Context: an optimization exercise on an open-source flow, tuned for small area, a short achievable clock period and few clock cycles. The choices shown serve that exercise and are no tape-out recipe.
RTL that was checked went through simulation tests only; none was proved equivalent to the original.
No functional check of the RTL was part of run 2.

==> flow/design.v, too long to show whole: its modules and the start of the top module <==
// module l2d_stack_alu: 1049 lines
module l2d_stack_alu (
    input  wire        clk,
    input  wire        rst,           
    input  wire        in_valid,
    output wire        in_ready,
    input  wire [3:0]  in_arg,        
    input  wire [12:0] in_sp,         
    input  wire [31:0] in_a,          
    input  wire [31:0] in_b,          
    output reg         out_valid,
    input  wire        out_ready,
    output reg  [2:0]  out_fault,     
    output reg  [12:0] out_sp,        
    output reg  [1:0]  out_wr,        
    output reg  [31:0] out_top,       
    output reg  [31:0] out_next       
);
  // ...
==> flow/run.sh <==
#!/bin/bash
# synth_recipe.tcl (not shown) runs the flow's synth.tcl, then flattens the netlist and writes it again
# the make line also repeats each setting of config.mk as NAME=value (left out here)
make -C /OpenROAD-flow-scripts/flow DESIGN_CONFIG=/design/flow/config.mk WORK_HOME=/design/flow/orfs CLKGATE_MAP_FILE= SYNTH_SCRIPT=/design/flow/synth_recipe.tcl finish
==> flow/config.mk <==
export PLATFORM = sky130hd
export DESIGN_NAME = l2d_stack_alu
export DESIGN_NICKNAME = l2d_stack_alu
export VERILOG_FILES = /design/flow/design.v
export SDC_FILE = /design/flow/constraint.sdc
export NUM_CORES = 4
export LEC_CHECK = 0
export ABC_AREA = 1
export CAP_MARGIN = 20
export CORE_MARGIN = 2
export CORE_UTILIZATION = 40
export SETUP_SLACK_MARGIN = 4.0
export SLEW_MARGIN = 20
==> flow/constraint.sdc <==
create_clock -name core_clock -period 10.0 [get_ports {clk}]
set_input_delay 2.0000 -clock core_clock [delete_from_list [all_inputs] [get_ports {clk}]]
set_output_delay 2.0000 -clock core_clock [all_outputs]
set_load 0.01 [all_outputs]
==> out/qor.txt, run 1 <==
drc violations: 0
share of cells above drive strength 1: 25.7%
FP Rows: 103
met1 wire length: 59.4 mm
Post-DP Area: 0.0349 sq mm
Syn Area/Cell: 6.90 sq um
Hold Violations, Final: 0
RePlAce Congestion: 1.01
Post-synth top flop: edfxtp_1
H-tree Lvls: 4
most used cell along the critical path: nand2_2
Vias: 37800
Register Area: 0.00526 sq mm
Async S/R FF share, synth: 0%
worst slew pin tran: 1.16 ns
final sequential cell count: 178
crit path to: out_top[30]
Max Slew Vio Count: 0
status: no timing/DRC/antenna violations
Synth Instances: 4628
setup TNS: 0 ns
drt via density: 6.14
Testbench counts, summed over its fixed seeds: cycles 33,034.
==> run 2: changes to the inputs <==
--- a/flow/design.v
+++ b/flow/design.v
@@ -22,54 +22,29 @@
                      F_DIVZERO = 3'd6, F_OOB = 3'd7;
     reg        v0;           
     reg        it0;          
     reg [3:0]  op0;
     reg [12:0] sp0;
     reg [32:0] ra;           
     reg [31:0] rb;           
     reg [3:0]  cnt;          
-    reg        qk;           
-    reg        az;           
-    reg        qneg, rneg;   
+    reg        qneg, rneg;
     reg        v1;
     reg [31:0] x1;           
     reg [31:0] y1;
     reg        c1, inv1, usey1;
     reg [2:0]  f1;
     reg [12:0] sp1;
     reg [1:0]  wr1;
     wire s1_free  = !v1 || out_ready;
-    reg [31:0] ua, ub;
-    reg        oa, ob;
-    integer    i;
-    always @(*) begin
-        oa = 1'b0; ob = 1'b0;
-        for (i = 0; i < 32; i = i + 1) begin
-            ua[i] = in_a[i] ^ (in_a[31] & oa);
-            ub[i] = in_b[i] ^ (in_b[31] & ob);
-            oa = oa | in_a[i];
-            ob = ob | in_b[i];
-        end
-    end
-    reg [5:0] la, lb;
-    always @(*) begin
-        la = 6'd0; lb = 6'd0;
-        for (i = 0; i < 32; i = i + 1) begin
-            if (ua[i]) la = i + 1;
-            if (ub[i]) lb = i + 1;
-        end
-    end
-    wire [5:0]  ldiff  = lb - la;
-    wire        quick  = ldiff[5];              
-    wire [3:0]  half   = ldiff[4:1];            
-    wire [32:0] dshift = {ua, 1'b0} << {half, 1'b0};
-    wire        in_div = (in_arg == OP_DIV) || (in_arg == OP_MOD);
     wire sp_ge1 = (sp0 != 13'd0);
     wire sp_ge2 = (sp0[12:1] != 12'd0);
+    wire a_zero = (ra[31:0] == 32'd0);
+    wire is_div = (op0 == OP_DIV) || (op0 == OP_MOD);
     wire is_mod = (op0 == OP_MOD);
     wire [12:0] sp_dec = sp0 - 13'd1;
     reg  [2:0]  d_fault;
     reg  [12:0] d_sp;
     reg  [1:0]  d_wr;
     reg  [31:0] d_x, d_y;
     reg         d_c, d_usey;
     reg         d_div;       
@@ -915,17 +890,17 @@
                         OP_AND:  d_x = rb & ra[31:0];
                         default: d_x = rb | ra[31:0];
                     endcase
                 end
             end
             OP_DIV, OP_MOD: begin
                 if (!sp_ge1)
                     d_fault = F_UNDERFLOW;
-                else if (az)
+                else if (a_zero)
                     d_fault = F_DIVZERO;
                 else if (!sp_ge2)
                     d_fault = F_UNDERFLOW;
                 else
                     d_div = 1'b1;
             end
             OP_NOT: begin
                 if (!sp_ge1) begin
@@ -958,80 +933,115 @@
                     d_sp   = sp0 + 13'd1;
                     d_wr   = 2'b01;
                     d_usey = 1'b1;
                 end
             end
             default: d_fault = F_BADINPUT;    
         endcase
     end
+    reg [31:0] ua, ub;
+    reg        oa, ob;
+    integer    i;
+    always @(*) begin
+        oa = 1'b0; ob = 1'b0;
+        for (i = 0; i < 32; i = i + 1) begin
+            ua[i] = ra[i] ^ (ra[31] & oa);
+            ub[i] = rb[i] ^ (rb[31] & ob);
+            oa = oa | ra[i];
+            ob = ob | rb[i];
+        end
+    end
+    reg [5:0] la, lb;
+    always @(*) begin
+        la = 6'd0; lb = 6'd0;
+        for (i = 0; i < 32; i = i + 1) begin
+            if (ua[i]) la = i + 1;
+            if (ub[i]) lb = i + 1;
+        end
+    end
+    wire [5:0]  ldiff  = lb - la;
+    wire        quick  = ldiff[5];              
+    wire [3:0]  half   = ldiff[4:1];            
+    wire [32:0] dshift = {ua, 1'b0} << {half, 1'b0};
     wire [33:0] t1  = {2'b00, rb} - {1'b0, ra};
     wire        q1  = !t1[33];
     wire [31:0] r1  = q1 ? t1[31:0] : rb;
     wire [33:0] t2  = {2'b00, r1} - {2'b00, ra[32:1]};
     wire        q2  = !t2[33];
     wire [31:0] r2  = q2 ? t2[31:0] : r1;
-    wire [31:0] qn  = {it0 ? x1[29:0] : 30'd0, q1, q2};
+    wire [31:0] qn  = {x1[29:0], q1, q2};
     wire        last = (cnt == 4'd0);
-    wire s0_go   = v0 && s1_free;                  
-    wire div_it  = s0_go && d_div && !qk;          
-    wire div_qk  = s0_go && d_div && qk;           
-    wire s0_adv  = s0_go && (!d_div || qk || last);
+    wire s0_go   = v0 && s1_free;                           
+    wire s0_prep = s0_go && !it0 && d_div;
+    wire s0_adv  = s0_go && (it0 ? last : (!d_div || quick));
     assign in_ready = !v0 || s0_adv;
     wire accept  = in_valid && in_ready;
     always @(posedge clk) begin
         if (rst) begin
-            v0 <= 1'b0;
-        end else if (accept) begin
-            v0 <= 1'b1;
-        end else if (s0_adv) begin
-            v0 <= 1'b0;
+            v0  <= 1'b0;
+            it0 <= 1'b0;
+        end else begin
+            if (accept) begin
+                v0  <= 1'b1;
+                it0 <= 1'b0;
+            end else if (s0_adv) begin
+                v0  <= 1'b0;
+                it0 <= 1'b0;
+            end else if (s0_prep) begin
+                it0 <= 1'b1;
+            end
         end
         if (accept) begin
-            it0  <= 1'b0;
-            op0  <= in_arg;
-            sp0  <= in_sp;
-            ra   <= in_div ? dshift : {1'b0, in_a};
-            rb   <= in_div ? ub : in_b;
+            op0 <= in_arg;
+            sp0 <= in_sp;
+            ra  <= {1'b0, in_a};
+            rb  <= in_b;
+        end else if (s0_prep) begin
+            ra   <= dshift;
+            rb   <= ub;
             cnt  <= half;
-            qk   <= quick;
-            az   <= (in_a == 32'd0);
-            qneg <= in_a[31] ^ in_b[31];
-            rneg <= in_b[31];
-        end else if (div_it) begin
-            it0  <= 1'b1;
-            ra   <= {2'b00, ra[32:2]};
-            rb   <= r2;
-            cnt  <= cnt - 4'd1;
+            qneg <= ra[31] ^ rb[31];
+            rneg <= rb[31];
+        end else if (v0 && it0) begin
+            ra  <= {2'b00, ra[32:2]};
+            rb  <= r2;
+            cnt <= cnt - 4'd1;
         end
     end
     always @(posedge clk) begin
         if (rst) begin
             v1 <= 1'b0;
         end else if (s0_adv) begin
             v1 <= 1'b1;
         end else if (out_ready) begin
             v1 <= 1'b0;
         end
-        if (div_it) begin
-            x1 <= (last && is_mod) ? r2 : qn;
-            inv1  <= is_mod ? rneg : qneg;
-            c1    <= is_mod ? rneg : qneg;
-            usey1 <= 1'b0;
-            f1    <= F_NONE;
-            sp1   <= sp_dec;
-            wr1   <= 2'b01;
-        end else if (div_qk) begin
-            x1    <= is_mod ? rb : 32'd0;
-            inv1  <= is_mod & rneg;
-            c1    <= is_mod & rneg;
-            usey1 <= 1'b0;
-            f1    <= F_NONE;
-            sp1   <= sp_dec;
-            wr1   <= 2'b01;
+        if (v0 && it0) begin
+            x1 <= qn;
+            if (last) begin
+                if (is_mod) x1 <= r2;
+                inv1  <= is_mod ? rneg : qneg;
+                c1    <= is_mod ? rneg : qneg;
+                usey1 <= 1'b0;
+                f1    <= F_NONE;
+                sp1   <= sp_dec;
+                wr1   <= 2'b01;
+            end
+        end else if (s0_prep) begin
+            x1 <= 32'd0;
+            if (quick) begin
+                if (is_mod) x1 <= rb;
+                inv1  <= 1'b0;
+                c1    <= 1'b0;
+                usey1 <= 1'b0;
+                f1    <= F_NONE;
+                sp1   <= sp_dec;
+                wr1   <= 2'b01;
+            end
         end else if (s0_adv) begin
             x1    <= d_x;
             y1    <= d_y;
             c1    <= d_c;
             inv1  <= 1'b0;
             usey1 <= d_usey;
             f1    <= d_fault;
             sp1   <= d_sp;
==> flow/config.mk (replaced) <==
export PLATFORM = sky130hd
export DESIGN_NAME = l2d_stack_alu
export DESIGN_NICKNAME = l2d_stack_alu
export VERILOG_FILES = /design/flow/design.v
export SDC_FILE = /design/flow/constraint.sdc
export NUM_CORES = 4
export LEC_CHECK = 0
export ABC_AREA = 1
export CAP_MARGIN = 20
export CORE_MARGIN = 2
export CORE_UTILIZATION = 40
export SETUP_SLACK_MARGIN = 3.0
export SLEW_MARGIN = 20
==> out/qor.txt, run 2 <==
status: no timing/DRC/antenna violations
max reg flops: 33
area leader, netlist: edfxtp_1
Syn Area/Cell: 6.80 sq um (-1.4%)
core area: 0.0790 sq mm
RSZ-0062 raised after global routing: yes
most frequent cells in the layout: 1146 x nand2_1, 483 x inv_1, 437 x o21ai_0
clock latency (worst-skew pair): 0.50 ns
drt via density: 6.16 (+0.37%)
largest net degree at the start of global routing: 82
Max-cap violations: 0
Hold Violations, Final: 0 (unchanged)
highest cell delay on the worst timing path: 0.52 ns
most used cell along the critical path: nor2_4
Crit. End Element: output port
Non-Filler Instances: 5904
Hold WC Path Type: register to register
critical path depth in cells: 31
number of placed cells counting well taps: 5715
initial DRC count: 5533
Async S/R FF share, synth: 0% (unchanged)
clock buffer depth: 2
Synth cell types: 59
Post-synth top flop: edfxtp_1
share of the synthesized area in the top cell type: 16.2%
post-synthesis register bit count: 176
relative max-transition margin: 19.2%
TritonCTS clock tree: built
number of synthesized flops with an enable pin: 172
most common cell after layout, fill and taps aside: nand2_1
wire length on met2: 67.3 mm
Routed met3 length: 21.4 mm
met1 wire length: 60.9 mm (+2.6%)
Port Buffers: 168
top cells by area, synth: edfxtp_1 16%, nand2_1 14%, fa_1 13%, ha_1 8.2%, o21ai_0 7.0%
dpl ws: 1.85 ns
Layout fillers: 8006
Die W: 287 microns
worst path required time: 8.00 ns
I/O pin count: 169
initial antenna violation count: 6
Worst-path clk slew: 0.09 ns
most flop-heavy register: ra
hold buffer count at CTS: 0
Max Slew Vio Count: 0 (unchanged)
# clock sinks: 176
post-route ant nets: 0
Crit-path slowest cell: edfxtp_1
WL final: 163 mm
Die Y: 287 microns
Synth Instances: 4699 (+1.5%)
Final Skew: 0.0198 ns
hold path depth: 2
most numerous cell in the Yosys netlist: nand2_1
share of cells above drive strength 1: 12.2% (-13 points)
fin util: 47.6%
post-DP HPWL: 116 mm
number of global-route vias before repair: 33300
CP arrival: 5.29 ns
final worst-path cycle share: 72.9%
Post-Syn Area: 0.0320 sq mm
Area Overhead vs Synth: 17.6%
total congestion overflow: 0
maximum fanout along the worst path: 4
sequential area share after synthesis: 16.4%
Commonest cells post-synth: 1178 x nand2_1, 504 x inv_1, 446 x o21ai_0
Initial Util: 40.5%
drc violations: 0 (unchanged)
Warnings, synthesis: 1
Routed WL per cell: 27.5 microns
critical path class: register to output port
DRT Pass-1 Iters: 9
CTS root buffer: clkbuf_16
worst slew pin tran: 1.21 ns (+0.0470 ns)
FP Rows: 103 (unchanged)
final setup fails: 0
Worst setup SP type: register
Synth Net Count: 5194
CP bufs+invs: 4
Nets: 5335
Die Area: 0.0822 sq mm
final worst slack: 2.71 ns
Vias: 36400 (-3.8%)
FF-to-FF path depth: 44
total CTS buffers: 17
setup TNS: 0 ns (unchanged)
RePlAce Congestion: 1.06 (+5.0%)
Max Fclk: 137 MHz
Top Layer Used: met5
crit-path leading delay family: simple AND/OR/NAND/NOR gates
total global routing track utilization: 38.3%
first-pass GRT wire length: 231 mm
minimum clock period: 7.29 ns
H-tree Lvls: 4 (unchanged)
run 2: cell count changes after synthesis, moves of 24 or more:
cell / previous run / this run
nand2_1: 973 / 1178
o21ai_0: 533 / 446
a21oi_1: 241 / 166
nand3_1: 156 / 226
inv_1: 567 / 504
clkbuf_1: 258 / 283
nand2_2: 12 / 36
run 2: area by class of cell:
class / count / area (sq um) / area share, %
clock buffer: 18 / 429 / 1.14
clock inverter: 14 / 173 / 0.459
timing repair inverter: 4 / 22.5 / 0.0599
antenna: 1 / 2.50 / 0.00666
sequential: 176 / 5250 / 14.0
timing repair buffer: 457 / 4200 / 11.2
inverter: 542 / 2110 / 5.62
multi-input combinational: 3642 / 24100 / 64.1
tap: 1050 / 1310 / 3.50
run 2: what timing repair did:
action                                 4_1_cts  5_1_grt
resized for setup                          105      141
endpoints found under the hold margin        0        0
setup endpoints to repair                  147      123
setup buffers                               59       85
gates cloned                                 4        7
pin swaps                                   28       54
run 2: logic make-up after synthesis:
logic type               share of synthesized area (%)
buffers and inverters                             10.8
multiplexers                                     0.219
flip-flops                                        16.4
adder cells (fa/ha/maj)                           20.8
XOR/XNOR                                          4.46
AO/OA/AOI/OAI                                     21.8
AND/OR/NAND/NOR                                   25.6
run 2: metrics by stage:
| step | instance area [sq um] | hold WS (ns) |
|---|---|---|
| final | 37600 | 0.539 |
| after global routing | 37600 | 0.561 |
| after CTS | 36200 | 0.552 |
| after detailed placement | 34700 | 0.534 |
| after global placement | 34700 | 0.544 |
| after floorplan | 32000 | 0.474 |
run 2: worst paths after layout:
| kind | end | slack [ns] | startpoint |
|---|---|---|---|
| worst min-delay path | v1$_SDFFE_PP0P_ | 0.54 | v1$_SDFFE_PP0P_ |
| worst min register to register | v1$_SDFFE_PP0P_ | 0.54 | v1$_SDFFE_PP0P_ |
| worst max-delay path | in_ready | 2.71 | ra[0]$_DFFE_PP_ |
| worst max register to register | x1[1]$_DFFE_PP_ | 3.08 | ra[15]$_DFFE_PP_ |
run 2: routing by layer:
layer / vias up / track usage [%]
li1: 16100 / -
met1: 17100 / 49.1
met2: 2549 / 56.1
met3: 575 / 10.8
met4: 10 / 25.2
met5: - / 0
run 2: worst reg2reg max path: cells and delay by family, from the launching register on:
family	cells	cell delay, ns
multiplexers	1	0.25
AO/OA/AOI/OAI	11	1.61
AND/OR/NAND/NOR	16	1.83
buffers and inverters	13	1.72
adder cells (fa/ha/maj)	3	0.88
flip-flops	1	0.33

-- afterwards: timing with drivers on the ports --
Ports are ideal in the flow. The routed layouts listed here were re-timed in OpenROAD.
Step 1: set_driving_cell puts a clkbuf_16 on clk and a buf_2 on each other input, an assumption about the parent block.
Step 2 also shifts input and output timing later by t, the mid clock arrival at the registers, as if the neighbouring blocks saw the same clock.
a / b / c = ideal / step 1 / step 2; a / b = the first two.
run	shift t [ns]	slack for setup (ns)	hold WS [ns]	latest minus earliest clock arrival (ns)	slew at the worst register clock pin (ns)
run 1	0.573	3.594 / 3.535 / 3.170	0.485 / 0.485 / 0.485	0.025 / 0.025	0.09 / 0.09
run 2	0.554	2.708 / 2.649 / 3.082	0.539 / 0.539 / 0.539	0.020 / 0.020	0.09 / 0.09
After both steps every run listed still meets setup and hold. The setup slack of run 1, which loses most, moves by -0.059 ns with the drivers and by -0.424 ns with both steps.
